This design comes from an exercise in tuning for small area, a short achievable clock period and few clock cycles on the open sky130 flow, not from production work. At most, simulation tests tie the RTL to the original design; equivalence was not proved. Power and IR drop assume default switching activity.

==> fjord: inputs <==
==> flow/design.v (excerpt) <==
module vs_layout (
    input  wire        clk,
    input  wire        rst,
    input  wire        start,
    input  wire [4:0]  fmt,
    input  wire [14:0] w,
    input  wire [14:0] h,
    output reg         done,
    output wire [3:0]  errcode,    
    output wire [1:0]  nplanes,
    output wire [31:0] total,
    output wire [14:0] p0_w, p1_w, p2_w,
    output wire [14:0] p0_h, p1_h, p2_h,
    output wire [16:0] p0_stride, p1_stride, p2_stride,
    output wire [31:0] p0_offset, p1_offset, p2_offset,
    output wire [31:0] p0_size, p1_size, p2_size,
    output wire [1:0]  p0_role, p1_role, p2_role
);
clock: 14.0 ns
lec_check: 0
abc_area: 1
cap_margin: 20
core_margin: 2
core_utilization: 64
setup_slack_margin: 5
slew_margin: 20
standard.sh (not shown) runs the stock make flow with config.mk's settings and CLKGATE_MAP_FILE= SYNTH_SCRIPT=/design/flow/synth_recipe.tcl, a recipe that flattens the netlist after the stock synthesis.
==> flow/flow/run.sh <==
#!/bin/bash
# The standard layout, with the port buffers made of the plain buffer
# sky130_fd_sc_hd__buf_1 instead of ORFS's default choice (a delay cell),
# and timing repair aiming at a setup slack of 6.4 ns.
set -euo pipefail
cd "$(dirname "$0")/.."
export BUFFER_PORTS_ARGS="-buffer_cell sky130_fd_sc_hd__buf_1"
bash standard.sh SETUP_SLACK_MARGIN=6.4 finish > standard_flow.log 2>&1
==> sierra (differences from fjord) <==
Settings changed: CORE_UTILIZATION 64 to 60, CTS_CLUSTER_DIAMETER set to 120, CTS_CLUSTER_SIZE set to 40.
==> zinc (differences from fjord) <==
==> flow/flow/run.sh (replaced) <==
#!/bin/bash
# The standard layout, with the port buffers made of the plain buffer
# sky130_fd_sc_hd__buf_1 instead of ORFS's default choice (a delay cell).
set -euo pipefail
cd "$(dirname "$0")/.."
export BUFFER_PORTS_ARGS="-buffer_cell sky130_fd_sc_hd__buf_1"
bash standard.sh > standard_flow.log 2>&1
Settings changed: ABC_AREA 1 to unset, CORE_UTILIZATION 64 to 68.
==> notes <==
Hold slack: zinc > sierra > fjord. Worst setup slack: zinc is worse than fjord (1.3 ns). The lowest wire length belongs to zinc, the highest to fjord. Clock-buffer cell count: fjord is higher than zinc (1). Global-route usage: fjord > zinc > sierra. The lowest first-iteration DRC count belongs to sierra, the highest to fjord. The lowest non-clock buffer count belongs to zinc, the highest to fjord. Against fjord, the fmax of zinc is smaller by 15%. Sequential cell count is the same in sierra and fjord.
Testbench counts of fjord, summed over its fixed seeds: cycles 3,200.
Testbench counts of sierra, summed over its fixed seeds: cycles 3,200.
Testbench counts of zinc, summed over its fixed seeds: cycles 3,200.

---

==> inputs of wip/willow <==
Another version of the RTL of vs_layout (not shown whole).
Settings: LEC_CHECK=0, CAP_MARGIN=20, CORE_MARGIN=2, CORE_UTILIZATION=60, SETUP_SLACK_MARGIN=5, SLEW_MARGIN=20; clock period 14.0 ns.
==> flow/flow/run.sh <==
#!/bin/bash
# The standard layout, with the port buffers made of the plain buffer
# sky130_fd_sc_hd__buf_1 instead of ORFS's default choice (a delay cell).
set -euo pipefail
cd "$(dirname "$0")/.."
export BUFFER_PORTS_ARGS="-buffer_cell sky130_fd_sc_hd__buf_1"
bash standard.sh > standard_flow.log 2>&1
==> wip/quartz: changes against wip/willow <==
==> flow/run.sh (new file) <==
#!/bin/bash
# synth_recipe.tcl (not shown) runs the flow's synth.tcl, then flattens the netlist and writes it again
# the make line also repeats each setting of config.mk as NAME=value (left out here)
make -C /OpenROAD-flow-scripts/flow DESIGN_CONFIG=/design/flow/config.mk WORK_HOME=/design/flow/orfs CLKGATE_MAP_FILE= SYNTH_SCRIPT=/design/flow/synth_recipe.tcl finish
removed: flow/flow/run.sh
removed: flow/standard.sh
==> impl_results.md <==
- FMAX: 110.1 MHz
- Non-Clock Buffer Area Fraction: 0.08728
- Final GP Congestion: 0.9046
- Total power of the final layout: 5.398 mW
- Area taken by multi-input logic gates: 15320 um^2
- GRT met2 Usage: 0.5343
- Result of the run: complete, no violations
- Clock network power share: 0.079
- Amount of wire on met2 after detailed routing: 26350 um
- Power of the combinational group: 4.45 mW
- Count of placed standard cells in the final layout, fillers left out: 3015
- Length of routed met3 wiring: 3519 um
- Number of stages on the worst setup path: 26
# the run above: wip/willow

==> impl_results.md <==
- Area taken by multi-input logic gates: 15370 um^2
- Result of the run: complete, no violations
- Power of the combinational group: 5.04 mW
- GRT met2 Usage: 0.5723
- Length of routed met3 wiring: 4054 um
- Clock network power share: 0.071
- Count of placed standard cells in the final layout, fillers left out: 3034
- FMAX: 109.5 MHz
- Number of stages on the worst setup path: 27
- Total power of the final layout: 5.986 mW
- Amount of wire on met2 after detailed routing: 28220 um
# the run above: wip/quartz

Testbench counts of wip/willow, summed over its fixed seeds: cycles 3,200.
Testbench counts of wip/quartz, summed over its fixed seeds: cycles 3,200.

---

==> lagoon <==
vs_layout, a different RTL version from the one above (not shown whole).
Settings: LEC_CHECK=0, ABC_AREA=1, CAP_MARGIN=20, CORE_MARGIN=2, CORE_UTILIZATION=68, SETUP_SLACK_MARGIN=5, SLEW_MARGIN=20; clock period 14.0 ns.
==> flow/flow/run.sh <==
#!/bin/bash
# The standard layout, with the port buffers made of the plain buffer
# sky130_fd_sc_hd__buf_1 instead of ORFS's default choice (a delay cell),
# and timing repair aiming at a setup slack of 6.2 ns.
set -euo pipefail
cd "$(dirname "$0")/.."
export BUFFER_PORTS_ARGS="-buffer_cell sky130_fd_sc_hd__buf_1"
bash standard.sh SETUP_SLACK_MARGIN=6.2 finish > standard_flow.log 2>&1
==> nickel: changes against lagoon <==
--- a/flow/flow/run.sh
+++ b/flow/flow/run.sh
@@ -7,2 +7,2 @@
 export BUFFER_PORTS_ARGS="-buffer_cell sky130_fd_sc_hd__buf_1"
-bash standard.sh SETUP_SLACK_MARGIN=6.2 finish > standard_flow.log 2>&1
+bash standard.sh SETUP_SLACK_MARGIN=6.2 RECOVER_POWER=50 finish > standard_flow.log 2>&1
- CORE_UTILIZATION: 68 -> 60
==> impl_metrics.csv <==
group,metric,value,unit
power_and_ir_drop,peakVddDrop,0.223,mV
status,so_faults,"max-capacitance violations, max-slew violations",
route,avgViaCountPerCell,5.45,
route,vias,19700,
status,run_status,"complete, but fails checks",
run,drv_cap,3,
power_and_ir_drop,internal-power,2370,µW
timing,finalMaxSlewViolations,106,
(the above is from nickel)
==> impl_metrics.csv <==
group,metric,value,unit
power_and_ir_drop,internal-power,2300,µW
place,dp_slack,5570,ps
synth,yosys.area_share.simple,24.9,%
run,drv_cap,0,
power_and_ir_drop,peakVddDrop,0.143,mV
timing,finalMaxSlewViolations,0,
floorplanning,die_w,178,µm
status,run_status,"complete, no violations",
timing,hold_violations,0,
route,avgViaCountPerCell,5.65,
(the above is from lagoon)
No functional check of the RTL was part of any run of this note.

-- re-timing with driven ports --
How much do the figures lean on ideal ports? The routed layouts below were timed once more, with nothing changed but the port constraints.
Step 1, drivers: a clkbuf_16 drives clk and a buf_2 each remaining input, both assumed.
Step 2 times the ports against the registers' clock, not the clock port: input delays grow and output delays shrink by t, the midpoint of the rising clock arrivals with the driver on.
Three values: no drivers, after step 1, after step 2; two values: the first two.
run	t, ns	setup WS [ns]	hold WS [ns]
fjord	0.490	6.526 / 6.482 / 6.067	2.487 / 2.461 / 2.951
sierra	0.490	6.532 / 6.481 / 6.119	2.508 / 2.482 / 2.972
zinc	0.477	5.255 / 5.206 / 5.119	2.525 / 2.505 / 2.982
wip/willow	0.454	4.920 / 4.874 / 4.945	2.545 / 2.521 / 2.975
wip/quartz	0.463	4.864 / 4.815 / 4.863	2.682 / 2.656 / 3.119
lagoon	0.483	6.356 / 6.307 / 5.908	2.525 / 2.497 / 2.980
nickel	0.483	5.209 / 5.240 / 4.757	2.507 / 2.480 / 2.963
For fjord, which loses most, drivers alone change the setup slack by -0.044 ns; drivers and shift together by -0.459 ns.
